Background: an optimization exercise with open tools, aiming at small area. Do not read the settings as production practice.
Function was checked by simulation only, so behaviour that the tests miss may differ from the original.
No activity file was given, so power comes from the tool's default toggle rates.

==> flow/design.v <==
module pgrf (
    input  wire        clk,
    input  wire        rst,
    input  wire        req_valid,
    output wire        req_ready,
    input  wire [31:0] req_cmd,
    input  wire [63:0] req_data,
    output wire        rsp_valid,
    input  wire        rsp_ready,
    output wire [1:0]  rsp_status,
    output wire [63:0] rsp_data
);
    localparam [2:0] OP_CLR   = 3'd1;
    localparam [2:0] OP_GET   = 3'd2;
    localparam [2:0] OP_SET   = 3'd3;
    localparam [2:0] OP_GRAV  = 3'd4;
    localparam [2:0] OP_GPASS = 3'd5;
    localparam [2:0] OP_XPOSE = 3'd6;
    localparam [2:0] OP_RDLO  = 3'd7;
    localparam [2:0] OP_RDHI  = 3'd0;    
    localparam [2:0] S_IDLE = 3'd4;
    localparam [2:0] S_WAIT = 3'd0;
    localparam [2:0] S_WORK = 3'd1;
    localparam [2:0] S_FIN  = 3'd3;
    localparam [2:0] S_RESP = 3'd2;
    localparam [1:0] G_PRE  = 2'd0;      
    localparam [1:0] G_RUN  = 2'd1;      
    localparam [1:0] G_SEEK = 2'd2;      
    reg [2:0]  st;
    reg [63:0] lo_r, hi_r;
    reg [5:0]  pos;
    reg        clrp;
    reg [2:0]  op;
    reg [1:0]  stat;
    reg [5:0]  cnt;
    reg [1:0]  val;
    wire [63:0] rq;
    reg [1:0]  gm;
    reg        gd;
    reg        unset;
    assign req_ready = (st == S_IDLE) && !rst;
    assign rsp_valid = (st == S_RESP);
    assign rsp_status = stat;
    genvar t;
    generate
        for (t = 0; t < 64; t = t + 1) begin : g_out
            assign rsp_data[(t % 8) * 8 + t / 8] = rq[t];
        end
    endgenerate
    wire [7:0] i_opc = req_cmd[7:0];
    wire [7:0] i_row = req_cmd[15:8];
    wire [7:0] i_col = req_cmd[23:16];
    wire [7:0] i_val = req_cmd[31:24];
    wire i_hi0  = (i_opc[7:4] == 4'd0);
    wire i_get  = i_hi0 && (i_opc[3:0] == 4'd2);
    wire i_set  = i_hi0 && (i_opc[3:0] == 4'd3);
    wire i_legal = i_hi0 && (i_opc[3] ? (i_opc[2:0] == 3'd0) : (i_opc[2:0] != 3'd0));
    wire nz_rh = |i_row[7:3];
    wire nz_ch = |i_col[7:3];
    wire nz_vh = |i_val[7:2];
    wire nz_v  = nz_vh || (|i_val[1:0]);
    wire nz_rc = nz_rh || nz_ch || (|i_row[2:0]) || (|i_col[2:0]);
    wire i_rsv = i_get ? nz_v : !i_set && (nz_v || nz_rc);
    wire i_arg = nz_rh || nz_ch || (i_set && nz_vh);
    wire [1:0] i_stat = !i_legal ? 2'd2 : i_rsv ? 2'd3 : i_arg ? 2'd1 : 2'd0;
    wire ok      = (stat == 2'd0);
    wire c_clr   = ok && (op == OP_CLR);
    wire c_get   = ok && (op == OP_GET);
    wire c_set   = ok && (op == OP_SET);
    wire c_grav  = ok && (op == OP_GRAV);
    wire c_gpass = ok && (op == OP_GPASS);
    wire c_xpose = ok && (op == OP_XPOSE);
    wire c_rdlo  = ok && (op == OP_RDLO);
    wire c_rdhi  = ok && (op == OP_RDHI);
    wire wrap  = (pos == 6'd63);
    wire hit   = (cnt == 6'd0);
    wire in_work = (st == S_WORK);
    wire in_fin  = (st == S_FIN);
    wire       first = (pos[2:0] == 3'd0);
    wire       last  = (pos[2:0] == 3'd7);
    wire       cur   = lo_r[0] | hi_r[0];
    wire       nxt   = !last && (lo_r[1] | hi_r[1]);
    wire [1:0] gm_e  = first ? G_PRE : gm;
    wire       gd_e  = first ? 1'b0 : gd;
    wire       mv    = !gd_e && nxt && (gm_e != G_PRE || !cur);
    wire       g_lo  = mv ? lo_r[1] : (gm_e == G_RUN) ? 1'b0 : lo_r[0];
    wire       g_hi  = mv ? hi_r[1] : (gm_e == G_RUN) ? 1'b0 : hi_r[0];
    wire       unset_e = (pos == 6'd0) ? 1'b0 : unset;
    wire       unset_n = unset_e || (mv && gm_e == G_SEEK);
    reg [1:0] gm_n;
    reg       gd_n;
    always @(*) begin
        gm_n = gm_e;
        gd_n = gd_e;
        case (gm_e)
        G_PRE:
            if (!cur && !gd_e)
                gm_n = nxt ? G_RUN : G_SEEK;
        G_RUN:
            if (!mv) begin
                if (gd_e) gm_n = G_PRE;
                else      gm_n = G_SEEK;
            end
        default:
            if (nxt) begin
                gm_n = G_RUN;
                gd_n = 1'b1;
            end
        endcase
    end
    wire do_grav = in_work && (c_grav || c_gpass);
    reg w_lo, w_hi;
    always @(*) begin
        w_lo = lo_r[0];
        w_hi = hi_r[0];
        if (clrp || (in_fin && c_clr)) begin
            w_lo = 1'b0;
            w_hi = 1'b0;
        end else if (in_fin && c_set && hit) begin
            w_lo = val[0];
            w_hi = val[1];
        end else if (do_grav) begin
            w_lo = g_lo;
            w_hi = g_hi;
        end
    end
    wire [7:0] cv = c_get ? {6'd0, val} : {2'd0, cnt};
    reg ins;
    always @(*) begin
        ins = 1'b0;
        if (c_rdlo)
            ins = lo_r[0];
        else if (c_rdhi)
            ins = hi_r[0];
        else if (c_get || c_grav || c_gpass)
            ins = first && cv[pos[5:3]];
    end
    wire cnt_inc = (st == S_WAIT && wrap) ||
                   (in_work && c_get) || (in_fin && c_set) ||
                   (in_work && c_gpass && mv) ||
                   (in_work && c_grav && ((mv && hit) || (wrap && unset_n)));
    wire r_ld = (st == S_IDLE);
    wire r_hd = !r_ld && ((st == S_RESP) || c_xpose);
    wire r_sh = !r_ld && !r_hd;
    pgrf_rsp u_rsp (
        .clk(clk), .ld(r_ld), .sh(r_sh), .hd(r_hd), .ins(ins),
        .d(req_data), .q(rq)
    );
    always @(posedge clk) begin
        lo_r <= {w_lo, lo_r[63:1]};
        hi_r <= {w_hi, hi_r[63:1]};
        pos  <= rst ? 6'd0 : pos + 6'd1;
        if (rst)
            clrp <= 1'b1;
        else if (wrap)
            clrp <= 1'b0;
        if (st == S_IDLE) begin
            op   <= req_cmd[2:0];
            stat <= i_stat;
            cnt  <= ~{req_cmd[18:16], req_cmd[10:8]};
            val  <= req_cmd[25:24];
        end else begin
            if (in_work && c_get && hit)
                val <= {hi_r[0], lo_r[0]};
            if (cnt_inc)
                cnt <= cnt + 6'd1;
        end
        gm    <= gm_n;
        gd    <= gd_n;
        unset <= unset_n;
        if (rst)
            st <= S_IDLE;
        else begin
            case (st)
            S_IDLE:
                if (req_valid)
                    st <= S_WAIT;
            S_WAIT:
                if (c_xpose)
                    st <= S_RESP;
                else if (wrap)
                    st <= (c_get || c_grav || c_gpass) ? S_WORK : S_FIN;
            S_WORK:
                if (wrap && !(c_grav && unset_n))
                    st <= S_FIN;
            S_FIN:
                if (wrap)
                    st <= S_RESP;
            S_RESP:
                if (rsp_ready)
                    st <= S_IDLE;
            default:
                st <= S_IDLE;
            endcase
        end
    end
endmodule
module pgrf_rsp (
    input  wire        clk,
    input  wire        ld,
    input  wire        sh,
    input  wire        hd,
    input  wire        ins,
    input  wire [63:0] d,
    output reg  [63:0] q
);
    always @(posedge clk)
        q <= ({64{ld}} & d) | ({64{sh}} & {ins, q[63:1]}) | ({64{hd}} & q);
endmodule
export LEC_CHECK = 0
export CAP_MARGIN = 20
export CORE_MARGIN = 2
export CORE_UTILIZATION = 65
export PLACE_DENSITY = 0.75
export SLEW_MARGIN = 20
export SYNTH_HIERARCHICAL = 1
create_clock -name core_clock -period 12.0 [get_ports {clk}]
standard.sh (not shown) runs the stock make flow with config.mk's settings and CLKGATE_MAP_FILE= SYNTH_SCRIPT=/design/flow/synth_recipe.tcl, a recipe that flattens the netlist after the stock synthesis.
==> flow/flow/run.sh <==
#!/bin/bash
# The standard layout (standard.sh) with three changes that only affect
# cell choice, not the design or its constraints:
#  - ABC maps the logic with an area-oriented script (flow/abc_area_map.script)
#    instead of ORFS's speed script; registers are untouched (same synthesis
#    script, same flop mapping, same names);
#  - port buffers use the smallest buffer cell (buf_1);
#  - clock tree: clkbuf_4 only, small sink clusters, no dummy loads.
set -euo pipefail
cd "$(dirname "$0")/.."
HERE=$PWD
rm -rf "$HERE/scripts_local"
cp -r "$FLOW_HOME/scripts" "$HERE/scripts_local"
chmod -R u+w "$HERE/scripts_local"
cp "$HERE/flow/abc_area_map.script" "$HERE/scripts_local/abc_speed.script"
export SCRIPTS_DIR="$HERE/scripts_local"
export BUFFER_PORTS_ARGS="-buffer_cell sky130_fd_sc_hd__buf_1"
export CTS_ARGS="-sink_clustering_enable -repair_clock_nets -dont_use_dummy_load -buf_list sky130_fd_sc_hd__clkbuf_4 -sink_clustering_size 10 -sink_clustering_max_diameter 40"
bash standard.sh > make_finish.log 2>&1
==> flow/flow/abc_area_map.script <==
strash
&get -n
&st
&deepsyn -T 60
&dch -f
&nf -a -R 1000
&put
==> next run, changes <==
--- a/flow/design.v
+++ b/flow/design.v
@@ -160,10 +160,8 @@
             cnt  <= ~{req_cmd[18:16], req_cmd[10:8]};
             val  <= req_cmd[25:24];
         end else begin
-            if (in_work && c_get && hit)
-                val <= {hi_r[0], lo_r[0]};
-            if (cnt_inc)
-                cnt <= cnt + 6'd1;
+            val <= val | ({2{in_work && c_get && hit}} & {hi_r[0], lo_r[0]});
+            cnt <= cnt + {5'd0, cnt_inc};
         end
         gm    <= gm_n;
         gd    <= gd_n;
Result: Core utilization drops by 0.73 points; via count drops by 1.3%; global-route usage drops by 0.38 points; routed wire length drops by 5.8%; worst hold slack gets better by 0.024 ns.

* * *

Another version of the RTL of pgrf (not shown whole).
Size in the first run: about 490 cells after synthesis, about 220 flip-flops, about 170 I/O pins, ~6200 um2 of cells after synthesis.
==> module pgrf, before the edit <==
module pgrf (
    input  wire        clk,
    input  wire        rst,
    input  wire        req_valid,
    output wire        req_ready,
    input  wire [31:0] req_cmd,
    input  wire [63:0] req_data,
    output wire        rsp_valid,
    input  wire        rsp_ready,
    output wire [1:0]  rsp_status,
    output wire [63:0] rsp_data
);
    localparam [2:0] OP_CLR   = 3'd1;
    localparam [2:0] OP_GET   = 3'd2;
    localparam [2:0] OP_SET   = 3'd3;
    localparam [2:0] OP_GRAV  = 3'd4;
    localparam [2:0] OP_GPASS = 3'd5;
    localparam [2:0] OP_XPOSE = 3'd6;
    localparam [2:0] OP_RDLO  = 3'd7;
    localparam [2:0] OP_RDHI  = 3'd0;    
    localparam [2:0] S_IDLE = 3'd4;
    localparam [2:0] S_WAIT = 3'd0;
    localparam [2:0] S_WORK = 3'd1;
    localparam [2:0] S_FIN  = 3'd3;
    localparam [2:0] S_RESP = 3'd2;
    localparam [1:0] G_PRE  = 2'd0;      
    localparam [1:0] G_RUN  = 2'd1;      
    localparam [1:0] G_SEEK = 2'd2;      
    reg [2:0]  st;
    reg [63:0] lo_r, hi_r;
    reg [5:0]  pos;
    reg        clrp;
    reg [2:0]  op;
    reg [1:0]  stat;
    reg [5:0]  cnt;
    reg [1:0]  val;
    wire [63:0] rq;
    reg [1:0]  gm;
    reg        gd;
    reg        unset;
    assign req_ready = (st == S_IDLE) && !rst;
    assign rsp_valid = (st == S_RESP);
    assign rsp_status = stat;
    genvar t;
    generate
        for (t = 0; t < 64; t = t + 1) begin : g_out
            assign rsp_data[(t % 8) * 8 + t / 8] = rq[t];
        end
    endgenerate
    wire [7:0] i_opc = req_cmd[7:0];
    wire [7:0] i_row = req_cmd[15:8];
    wire [7:0] i_col = req_cmd[23:16];
    wire [7:0] i_val = req_cmd[31:24];
    wire i_hi0  = (i_opc[7:4] == 4'd0);
    wire i_get  = i_hi0 && (i_opc[3:0] == 4'd2);
    wire i_set  = i_hi0 && (i_opc[3:0] == 4'd3);
    wire i_legal = i_hi0 && (i_opc[3] ? (i_opc[2:0] == 3'd0) : (i_opc[2:0] != 3'd0));
    wire nz_rh = |i_row[7:3];
    wire nz_ch = |i_col[7:3];
    wire nz_vh = |i_val[7:2];
    wire nz_v  = nz_vh || (|i_val[1:0]);
    wire nz_rc = nz_rh || nz_ch || (|i_row[2:0]) || (|i_col[2:0]);
    wire i_rsv = i_get ? nz_v : !i_set && (nz_v || nz_rc);
    wire i_arg = nz_rh || nz_ch || (i_set && nz_vh);
    wire [1:0] i_stat = !i_legal ? 2'd2 : i_rsv ? 2'd3 : i_arg ? 2'd1 : 2'd0;
    wire ok      = (stat == 2'd0);
    wire c_clr   = ok && (op == OP_CLR);
    wire c_get   = ok && (op == OP_GET);
    wire c_set   = ok && (op == OP_SET);
    wire c_grav  = ok && (op == OP_GRAV);
    wire c_gpass = ok && (op == OP_GPASS);
    wire c_xpose = ok && (op == OP_XPOSE);
    wire c_rdlo  = ok && (op == OP_RDLO);
    wire c_rdhi  = ok && (op == OP_RDHI);
    wire wrap  = (pos == 6'd63);
    wire hit   = (cnt == 6'd0);
    wire in_work = (st == S_WORK);
    wire in_fin  = (st == S_FIN);
    wire       first = (pos[2:0] == 3'd0);
    wire       last  = (pos[2:0] == 3'd7);
    wire       cur   = lo_r[0] | hi_r[0];
    wire       nxt   = !last && (lo_r[1] | hi_r[1]);
    wire [1:0] gm_e  = first ? G_PRE : gm;
    wire       gd_e  = first ? 1'b0 : gd;
    wire       mv    = !gd_e && nxt && (gm_e != G_PRE || !cur);
    wire       g_lo  = mv ? lo_r[1] : (gm_e == G_RUN) ? 1'b0 : lo_r[0];
    wire       g_hi  = mv ? hi_r[1] : (gm_e == G_RUN) ? 1'b0 : hi_r[0];
    wire       unset_n = unset || (mv && gm_e == G_SEEK);
    reg [1:0] gm_n;
    reg       gd_n;
    always @(*) begin
        gm_n = gm_e;
        gd_n = gd_e;
        case (gm_e)
        G_PRE:
            if (!cur && !gd_e)
                gm_n = nxt ? G_RUN : G_SEEK;
        G_RUN:
            if (!mv) begin
                if (gd_e) gm_n = G_PRE;
                else      gm_n = G_SEEK;
            end
        default:
            if (nxt) begin
                gm_n = G_RUN;
                gd_n = 1'b1;
            end
        endcase
    end
    wire do_grav = in_work && (c_grav || c_gpass);
    reg w_lo, w_hi;
    always @(*) begin
        w_lo = lo_r[0];
        w_hi = hi_r[0];
        if (clrp || (in_fin && c_clr)) begin
            w_lo = 1'b0;
            w_hi = 1'b0;
        end else if (in_fin && c_set && hit) begin
            w_lo = val[0];
            w_hi = val[1];
        end else if (do_grav) begin
            w_lo = g_lo;
            w_hi = g_hi;
        end
    end
    wire [7:0] cv = c_get ? {6'd0, val} : {2'd0, cnt};
    reg ins;
    always @(*) begin
        ins = 1'b0;
        if (c_rdlo)
            ins = lo_r[0];
        else if (c_rdhi)
            ins = hi_r[0];
        else if (c_get || c_grav || c_gpass)
            ins = first && cv[pos[5:3]];
    end
    wire cnt_inc = (st == S_WAIT && wrap) ||
                   (in_work && c_get) || (in_fin && c_set) ||
                   (in_work && c_gpass && mv) ||
                   (in_work && c_grav && ((mv && hit) || (wrap && unset_n)));
    wire r_ld = (st == S_IDLE);
    wire r_hd = !r_ld && ((st == S_RESP) || c_xpose);
    wire r_sh = !r_ld && !r_hd;
    pgrf_rsp u_rsp (
        .clk(clk), .ld(r_ld), .sh(r_sh), .hd(r_hd), .ins(ins),
        .d(req_data), .q(rq)
    );
    always @(posedge clk) begin
        lo_r <= {w_lo, lo_r[63:1]};
        hi_r <= {w_hi, hi_r[63:1]};
        pos  <= rst ? 6'd0 : pos + 6'd1;
        if (rst)
            clrp <= 1'b1;
        else if (wrap)
            clrp <= 1'b0;
        if (st == S_IDLE) begin
            op   <= req_cmd[2:0];
            stat <= i_stat;
            cnt  <= ~{req_cmd[18:16], req_cmd[10:8]};
            val  <= req_cmd[25:24];
        end else begin
            val <= val | ({2{in_work && c_get && hit}} & {hi_r[0], lo_r[0]});
            cnt <= cnt + {5'd0, cnt_inc};
        end
        gm    <= gm_n;
        gd    <= gd_n;
        unset <= unset_n && !wrap;
        if (rst)
            st <= S_IDLE;
        else begin
            case (st)
            S_IDLE:
                if (req_valid)
                    st <= S_WAIT;
            S_WAIT:
                if (c_xpose)
                    st <= S_RESP;
                else if (wrap)
                    st <= (c_get || c_grav || c_gpass) ? S_WORK : S_FIN;
            S_WORK:
                if (wrap && !(c_grav && unset_n))
                    st <= S_FIN;
            S_FIN:
                if (wrap)
                    st <= S_RESP;
            S_RESP:
                if (rsp_ready)
                    st <= S_IDLE;
            default:
                st <= S_IDLE;
            endcase
        end
    end
endmodule
==> flow/config.mk <==
export PLATFORM = sky130hd
export DESIGN_NAME = pgrf
export DESIGN_NICKNAME = pgrf
export VERILOG_FILES = /design/flow/design.v
export SDC_FILE = /design/flow/constraint.sdc
export NUM_CORES = 4
export LEC_CHECK = 0
export CAP_MARGIN = 0
export CORE_MARGIN = 2
export CORE_UTILIZATION = 65
export PLACE_DENSITY = 0.75
export SLEW_MARGIN = 0
export SYNTH_HIERARCHICAL = 1
==> flow/constraint.sdc <==
create_clock -name core_clock -period 12.0 [get_ports {clk}]
set_input_delay 2.4000 -clock core_clock [delete_from_list [all_inputs] [get_ports {clk}]]
set_output_delay 2.4000 -clock core_clock [all_outputs]
set_load 0.01 [all_outputs]
Scripts as last shown in full above: flow/flow/run.sh, flow/flow/abc_area_map.script
The starting point ran to the end with no violations.
Next try:
--- a/flow/design.v
+++ b/flow/design.v
@@ -84,9 +84,10 @@
     wire       gd_e  = first ? 1'b0 : gd;
     wire       mv    = !gd_e && nxt && (gm_e != G_PRE || !cur);
     wire       g_lo  = mv ? lo_r[1] : (gm_e == G_RUN) ? 1'b0 : lo_r[0];
     wire       g_hi  = mv ? hi_r[1] : (gm_e == G_RUN) ? 1'b0 : hi_r[0];
-    wire       unset_n = unset || (mv && gm_e == G_SEEK);
+    wire       unset_e = (pos == 6'd0) ? 1'b0 : unset;
+    wire       unset_n = unset_e || (mv && gm_e == G_SEEK);
     reg [1:0] gm_n;
     reg       gd_n;
     always @(*) begin
         gm_n = gm_e;
@@ -163,9 +164,9 @@
             cnt <= cnt + {5'd0, cnt_inc};
         end
         gm    <= gm_n;
         gd    <= gd_n;
-        unset <= unset_n && !wrap;
+        unset <= unset_n;
         if (rst)
             st <= S_IDLE;
         else begin
             case (st)
What happened: The changed run finished clean; total power stays flat; setup slack gains 26 ps; global-route usage hardly moves; clock power barely changes; via count stays flat; sequential power is about the same; wire length came out lower by a few percent; register-to-register slack degrades by 130 ps.

-- what the ideal ports hide --
Ports are ideal in the flow. The routed layouts listed here were re-timed in OpenROAD.
Step 1 sets driving cells, clkbuf_16 on the clock port and buf_2 on the other inputs (assumed; they add their load-dependent delay and slew).
Step 2 adds t to the input delays and takes it off the output delays; t is the mean of the earliest and latest rising clock arrival at the registers after step 1. Input paths then give back, and output paths get back, about the clock's delay inside the block.
Three values: ideal, step 1, step 2; two values: the first two.
run | shift t [ns] | setup WS [ns] | worst register clock-pin slew, ns
the first run of note 1 | 0.590 | 6.627 / 6.604 / 6.604 | 0.10 / 0.10
the second run of note 1 | 0.581 | 6.624 / 6.601 / 6.601 | 0.10 / 0.10
the first run of note 2 | 0.592 | 6.606 / 6.582 / 6.582 | 0.10 / 0.10
the second run of note 2 | 0.582 | 6.632 / 6.608 / 6.608 | 0.10 / 0.10
After both steps every run listed still meets setup and hold.
